This design comes from an exercise in tuning for small area, a short achievable clock period and few clock cycles on the open sky130 flow, not from production work.
At most, simulation tests tie the RTL to the original design; equivalence was not proved.

== the baseline ==
==> flow/design.v <==
module bitrat_enc (
    input  wire        clk,
    input  wire        rst,         
    input  wire        start,
    input  wire        prev_bit,
    input  wire [12:0] len,         
    output reg  [11:0] in_addr,
    input  wire [7:0]  in_data,
    output reg         out_we,
    output reg  [12:0] out_addr,
    output reg  [7:0]  out_data,
    output reg         busy,
    output reg         done,
    output reg  [7:0]  cmask,
    output reg  [3:0]  maskw,
    output wire [12:0] count,
    output wire        last
);
    localparam [2:0] S_IDLE = 3'd0,
                     S_B2   = 3'd1,   
                     S_B1   = 3'd2,   
                     S_RUN  = 3'd3,   
                     S_GW   = 3'd4,   
                     S_PW   = 3'd5,   
                     S_SW   = 3'd6,   
                     S_RB   = 3'd7;   
    reg [2:0]  st;
    reg [12:0] lenr;      
    reg        lastb;     
    reg        fullp;     
    reg        f_gs, f_bs, f_ps, f_ss;       
    reg        f_ge, f_be, f_pe, f_se;       
    reg [7:0]  d;
    reg        lit;       
    reg        mbit;      
    reg        mode;      
    reg [12:0] ocur;      
    reg [12:0] gpos, ppos, spos;
    reg        g_has, p_has, s_has;    
    reg        pend_pw, pend_sw;       
    reg [7:0]  gmask, pmask, smask;
    reg [5:0]  ln;        
    reg [12:0] ocur_b;
    reg        p_has_b, s_has_b, mbit_b;
    assign count = ocur;
    assign last  = mbit;
    function [10:0] inc11(input [10:0] x);
        integer i;
        for (i = 0; i < 11; i = i + 1)
            inc11[i] = x[i] ^ ((x & ((11'd1 << i) - 11'd1)) == ((11'd1 << i) - 11'd1));
    endfunction
    function [11:0] inc12(input [11:0] x);
        integer i;
        for (i = 0; i < 12; i = i + 1)
            inc12[i] = x[i] ^ ((x & ((12'd1 << i) - 12'd1)) == ((12'd1 << i) - 12'd1));
    endfunction
    function [6:0] dec7(input [6:0] x);
        integer i;
        for (i = 0; i < 7; i = i + 1)
            dec7[i] = x[i] ^ ((x & ((7'd1 << i) - 7'd1)) == 7'd0);
    endfunction
    function [10:0] dec11(input [10:0] x);
        integer i;
        for (i = 0; i < 11; i = i + 1)
            dec11[i] = x[i] ^ ((x & ((11'd1 << i) - 11'd1)) == 11'd0);
    endfunction
    wire [11:0] icur    = {dec11(in_addr[11:1]), in_addr[0]};
    wire grp_end  = f_ge || lastb;
    wire blk_end  = fullp && f_be;
    wire pair_end = f_pe || lastb;
    wire sec_end  = f_se || lastb;
    wire esc_mode = mode && fullp;
    wire [7:0] gm_base = f_gs ? 8'd0 : gmask;
    wire [7:0] pm_base = f_ps ? 8'd0 : pmask;
    wire [7:0] sm_base = f_ss ? 8'd0 : smask;
    wire [5:0] ln_base = f_bs ? 6'd0 : ln;
    wire       m_next  = (st == S_RUN && lit) ? d[0] : mbit;
    wire [7:0] gm_next = gm_base | (lit ? (8'h80 >> icur[2:0]) : 8'd0);
    wire       wr      = esc_mode || lit;
    wire       ng      = esc_mode ? f_bs : (lit && !g_has);
    wire [10:0] oh1    = inc11(ocur[12:2]);
    wire [1:0]  ol     = ocur[1:0];
    wire [12:0] o1     = {(ol == 2'd3) ? oh1 : ocur[12:2], ol + 2'd1};
    wire [12:0] o2     = {ol[1]        ? oh1 : ocur[12:2], ol + 2'd2};
    wire [12:0] waddr  = ng ? o1 : ocur;
    wire [12:0] onext  = ng ? o2 : o1;
    wire [5:0] ln_next = ln_base + {5'd0, lit} + {5'd0, lit && !g_has};
    wire       esc     = (ln_base > 6'd32) ||
                         (lit && ((ln_base >= 6'd32) || (!g_has && ln_base >= 6'd31)));
    wire [1:0] inc     = lit ? (g_has ? 2'd1 : 2'd2) : 2'd0;
    wire [1:0] q       = in_addr[4:3];
    wire       fits    = (q == 2'd1) ? ((inc == 2'd0) ? (ln_base <= 6'd5)  :
                                        (inc == 2'd1) ? (ln_base <= 6'd4)  : (ln_base <= 6'd3))  :
                         (q == 2'd2) ? ((inc == 2'd0) ? (ln_base <= 6'd14) :
                                        (inc == 2'd1) ? (ln_base <= 6'd13) : (ln_base <= 6'd12)) :
                         (q == 2'd3) ? ((inc == 2'd0) ? (ln_base <= 6'd23) :
                                        (inc == 2'd1) ? (ln_base <= 6'd22) : (ln_base <= 6'd21)) :
                                       ((inc == 2'd0) ? (ln_base <= 6'd32) :
                                        (inc == 2'd1) ? (ln_base <= 6'd31) : (ln_base <= 6'd30));
    wire       mism    = fullp && (mode ? (f_ge && fits) : esc);
    wire       p_act_n = p_has || wr;
    wire       s_act_n = s_has || wr;
    wire       gw      = grp_end && (esc_mode ? blk_end : lit);
    wire [7:0] pm_grp  = (grp_end && (gm_next != 8'd0)) ? (8'h80 >> icur[5:3]) : 8'd0;
    wire [7:0] pm_esc  = (blk_end && esc_mode && esc) ? (in_addr[5] ? 8'hF0 : 8'h0F) : 8'd0;
    wire [7:0] sm_bit  = (pair_end && p_act_n && !mism) ? (8'h80 >> icur[8:6]) : 8'd0;
    wire [7:0] cm_bit  = (sec_end && s_act_n && !mism) ? (8'h80 >> icur[11:9]) : 8'd0;
    wire pw_run  = pair_end && p_act_n;
    wire sw_run  = sec_end && s_act_n;
    wire fin_run = gw || pw_run || sec_end;
    wire fin_st  = (st == S_GW) ? (pend_pw || sec_end) :
                   (st == S_PW) ? sec_end : lastb;
    wire stall   = (st == S_GW) || (st == S_PW) || (st == S_SW);
    wire step    = ((st == S_RUN) && !fin_run) || (stall && !fin_st);
    wire [6:0]  base_hi = (in_addr[4:0] < 5'd3) ? dec7(in_addr[11:5]) : in_addr[11:5];
    reg [2:0] st_n;
    reg       fin_n;      
    always @(*) begin
        st_n  = st;
        fin_n = 1'b0;
        case (st)
            S_IDLE: if (start && len != 13'd0) st_n = S_B2;
            S_B2:   st_n = S_B1;
            S_B1:   st_n = S_RUN;
            S_RB:   st_n = S_B2;
            S_RUN: begin
                if (mism)         st_n = S_RB;
                else if (gw)      st_n = S_GW;
                else if (pw_run)  st_n = S_PW;
                else if (sec_end) st_n = S_SW;
            end
            S_GW: begin
                if (pend_pw)      st_n = S_PW;
                else if (sec_end) st_n = S_SW;
                else              st_n = S_RUN;
            end
            S_PW: begin
                if (sec_end) st_n = S_SW;
                else         st_n = S_RUN;
            end
            S_SW: begin
                if (lastb) fin_n = 1'b1;
                else       st_n = S_RUN;
            end
            default: st_n = S_IDLE;
        endcase
        if (fin_n) st_n = S_IDLE;
    end
    always @(posedge clk) begin
        if (rst) begin
            st     <= S_IDLE;
            busy   <= 1'b0;
            done   <= 1'b0;
            out_we <= 1'b0;
        end else begin
            st     <= st_n;
            busy   <= (st_n != S_IDLE);
            done   <= fin_n || (st == S_IDLE && start && len == 13'd0);
            out_we <= ((st == S_RUN) && (wr || (!esc_mode && g_has))) ||
                      (st == S_GW) || (st == S_PW) || (st == S_SW && pend_sw);
        end
    end
    always @(posedge clk) begin
        case (st)
            S_GW: begin
                out_addr <= gpos;
                out_data <= esc_mode ? 8'h00 : gmask;
            end
            S_PW: begin
                out_addr <= ppos;
                out_data <= pmask;
            end
            S_SW: begin
                out_addr <= spos;
                out_data <= smask;
            end
            default: begin
                out_addr <= wr ? waddr : gpos;
                out_data <= wr ? d : gm_base;
            end
        endcase
        if (!stall) begin
            d   <= in_data;
            lit <= m_next ? (in_data != 8'hFF) : (in_data != 8'h00);
        end
        if (step || st == S_B2 || st == S_B1)
            in_addr <= inc12(in_addr);
        if (step) begin
            lastb <= (in_addr == lenr[11:0]);
            if (in_addr[5:0] == 6'd1)
                fullp <= ({1'b0, in_addr[11:6]} < lenr[12:6]);
            f_gs  <= (in_addr[2:0] == 3'd1);
            f_bs  <= (in_addr[4:0] == 5'd1);
            f_ps  <= (in_addr[5:0] == 6'd1);
            f_ss  <= (in_addr[8:0] == 9'd1);
            f_ge  <= (in_addr[2:0] == 3'd0);
            f_be  <= (in_addr[4:0] == 5'd0);
            f_pe  <= (in_addr[5:0] == 6'd0);
            f_se  <= (in_addr[8:0] == 9'd0);
        end
        case (st)
            S_IDLE: begin
                if (start) begin
                    lenr    <= len;
                    maskw   <= len[12:9] + {3'd0, (len[8:0] != 9'd0)};
                    lastb   <= (len == 13'd1);
                    fullp   <= (len[12:6] != 7'd0);
                    f_gs    <= 1'b1;
                    f_bs    <= 1'b1;
                    f_ps    <= 1'b1;
                    f_ss    <= 1'b1;
                    f_ge    <= 1'b0;
                    f_be    <= 1'b0;
                    f_pe    <= 1'b0;
                    f_se    <= 1'b0;
                    g_has   <= 1'b0;
                    p_has   <= 1'b0;
                    s_has   <= 1'b0;
                    mbit    <= prev_bit;
                    mode    <= 1'b0;
                    in_addr <= 12'd0;
                    spos    <= 13'd0;
                    ppos    <= 13'd1;
                    ocur    <= (len == 13'd0) ? 13'd0 : 13'd2;
                    cmask   <= 8'd0;
                end
            end
            S_RB: begin
                in_addr <= {base_hi, 5'd0};
                lastb   <= 1'b0;
                fullp   <= 1'b1;
                f_gs    <= 1'b1;
                f_bs    <= 1'b1;
                f_ps    <= !base_hi[0];
                f_ss    <= (base_hi[3:0] == 4'd0);
                f_ge    <= 1'b0;
                f_be    <= 1'b0;
                f_pe    <= 1'b0;
                f_se    <= 1'b0;
                mode    <= ~mode;
                ocur    <= ocur_b;
                g_has   <= 1'b0;
                p_has   <= p_has_b;
                s_has   <= s_has_b;
                mbit    <= mbit_b;
            end
            S_RUN: begin
                if (f_bs && fullp) begin
                    ocur_b  <= ocur;
                    p_has_b <= p_has;
                    s_has_b <= s_has;
                    mbit_b  <= mbit;
                end
                if (ng) gpos <= ocur;
                if (lit) mbit <= d[0];
                if (wr) ocur <= onext;
                gmask   <= gm_next;
                ln      <= ln_next;
                g_has   <= !grp_end && (g_has || lit);
                p_has   <= !pair_end && p_act_n;
                s_has   <= !sec_end && s_act_n;
                pend_pw <= pw_run;
                pend_sw <= sw_run;
                pmask   <= pm_base | pm_grp | pm_esc;
                smask   <= sm_base | sm_bit;
                cmask   <= cmask | cm_bit;
            end
            S_PW: begin
                if (!sec_end) begin
                    ppos <= ocur;
                    ocur <= o1;
                end
            end
            S_SW: begin
                if (lastb) begin
                    ocur <= !pend_sw ? spos : !pend_pw ? ppos : ocur;
                end else if (pend_sw) begin
                    if (pend_pw) begin
                        spos <= ocur;
                        ppos <= o1;
                        ocur <= o2;
                    end else begin
                        spos <= ppos;
                        ppos <= ocur;
                        ocur <= o1;
                    end
                end
            end
            default: ;
        endcase
    end
endmodule
==> flow/config.mk <==
export PLATFORM = sky130hd
export DESIGN_NAME = bitrat_enc
export DESIGN_NICKNAME = bitrat_enc
export VERILOG_FILES = /design/flow/design.v
export SDC_FILE = /design/flow/constraint.sdc
export NUM_CORES = 4
export LEC_CHECK = 0
export CAP_MARGIN = 20
export CORE_MARGIN = 2
export CORE_UTILIZATION = 70
export SETUP_SLACK_MARGIN = 2.6
export SLEW_MARGIN = 20
export BUFFER_PORTS_ARGS = -buffer_cell sky130_fd_sc_hd__buf_1
==> flow/constraint.sdc <==
create_clock -name core_clock -period 5.0 [get_ports {clk}]
set_input_delay 1.0000 -clock core_clock [delete_from_list [all_inputs] [get_ports {clk}]]
set_output_delay 1.0000 -clock core_clock [all_outputs]
set_load 0.01 [all_outputs]
standard.sh (not shown) runs the stock make flow with config.mk's settings and CLKGATE_MAP_FILE= SYNTH_SCRIPT=/design/flow/synth_recipe.tcl, a recipe that flattens the netlist after the stock synthesis.
==> flow/flow/run.sh <==
#!/bin/bash
# Standard layout, with the port buffers made from the smallest buffer
# (buf_1) instead of the default choice; repair may still resize them.
set -euo pipefail
echo 'export BUFFER_PORTS_ARGS = -buffer_cell sky130_fd_sc_hd__buf_1' >> config.mk
bash standard.sh finish > standard.log 2>&1
Testbench counts of the baseline, summed over its fixed seeds: cycles 340,437.
Relative to the baseline, the following input files were edited for the candidate:
-- flow/design.v --
<<< the baseline, line 104
    wire [7:0] pm_grp  = (grp_end && (gm_next != 8'd0)) ? (8'h80 >> icur[5:3]) : 8'd0;
    wire [7:0] pm_esc  = (blk_end && esc_mode && esc) ? (in_addr[5] ? 8'hF0 : 8'h0F) : 8'd0;
    wire [7:0] sm_bit  = (pair_end && p_act_n && !mism) ? (8'h80 >> icur[8:6]) : 8'd0;
    wire [7:0] cm_bit  = (sec_end && s_act_n && !mism) ? (8'h80 >> icur[11:9]) : 8'd0;
    wire pw_run  = pair_end && p_act_n;
    wire sw_run  = sec_end && s_act_n;
>>> the candidate, line 104
    wire [7:0] pm_grp  = (grp_end && (gm_next != 8'd0)) ? (8'h80 >> icur[5:3]) : 8'd0;
    wire [7:0] pm_esc  = (blk_end && esc_mode && esc) ? (in_addr[5] ? 8'hF0 : 8'h0F) : 8'd0;
    wire [7:0] sm_bit  = (pair_end && p_act_n) ? (8'h80 >> icur[8:6]) : 8'd0;
    wire [7:0] cm_bit  = (sec_end && s_act_n) ? (8'h80 >> icur[11:9]) : 8'd0;
    wire pw_run  = pair_end && p_act_n;
    wire sw_run  = sec_end && s_act_n;
<<< the baseline, line 240
                mode    <= ~mode;
                ocur    <= ocur_b;
                g_has   <= 1'b0;
                p_has   <= p_has_b;
>>> the candidate, line 240
                mode    <= ~mode;
                ocur    <= ocur_b;
                smask   <= smask & ~(8'h80 >> base_hi[3:1]);
                cmask   <= cmask & ~(8'h80 >> base_hi[6:4]);
                g_has   <= 1'b0;
                p_has   <= p_has_b;
--- outcome ---
Per the comparison of the candidate with the baseline, slew at the pin with the worst max-slew slack shows a reduction of 0.082 ns, worst hold-check slack shows an increase of 0.012 ns, placeable core region shows an increase of 3.0%, count of plain and timing-repair buffers in the layout shows an increase of 13%, die outline height shows an increase of 0.77 µm.
The cell area after layout of the candidate was inferior to that of the baseline.
Compared with the baseline, in the candidate peak per-stage delay on the critical path lower; final worst-path setup slack decreased 0.099 ns; post-layout minimum cycle time went up 0.099 ns.
Looking at cell type taking the most area, the registers result is from the baseline; the multi-input combinational cells one comes from the candidate.
Function not checked in the candidate: the RTL went through the layout flow alone.

## afterwards: timing with drivers on the ports
No port has a modelled driver above. Below, the same layouts with a new extraction and two added sets of constraints.
Step 1 assumes that a clkbuf_16 drives the clock port and a buf_2 every other input.
Step 2 also shifts input and output timing later by t, the mid clock arrival at the registers, as if the neighbouring blocks saw the same clock.
a / b / c = ideal ports / drivers / drivers and shift; a / b = the first two.
run	t, ns	slack for setup (ns)	hold slack, ns	slew at the worst register clock pin (ns)	pins driven straight from the clock port
the baseline	0.480	2.634 / 2.634 / 2.221	0.481 / 0.481 / 0.481	0.07 / 0.07	1
the candidate	0.487	2.536 / 2.536 / 2.276	0.493 / 0.493 / 0.493	0.07 / 0.07	1
After both steps every run listed still meets setup and hold. The setup slack of the baseline, which loses most, moves by 0.000 ns with the drivers and by -0.413 ns with both steps.
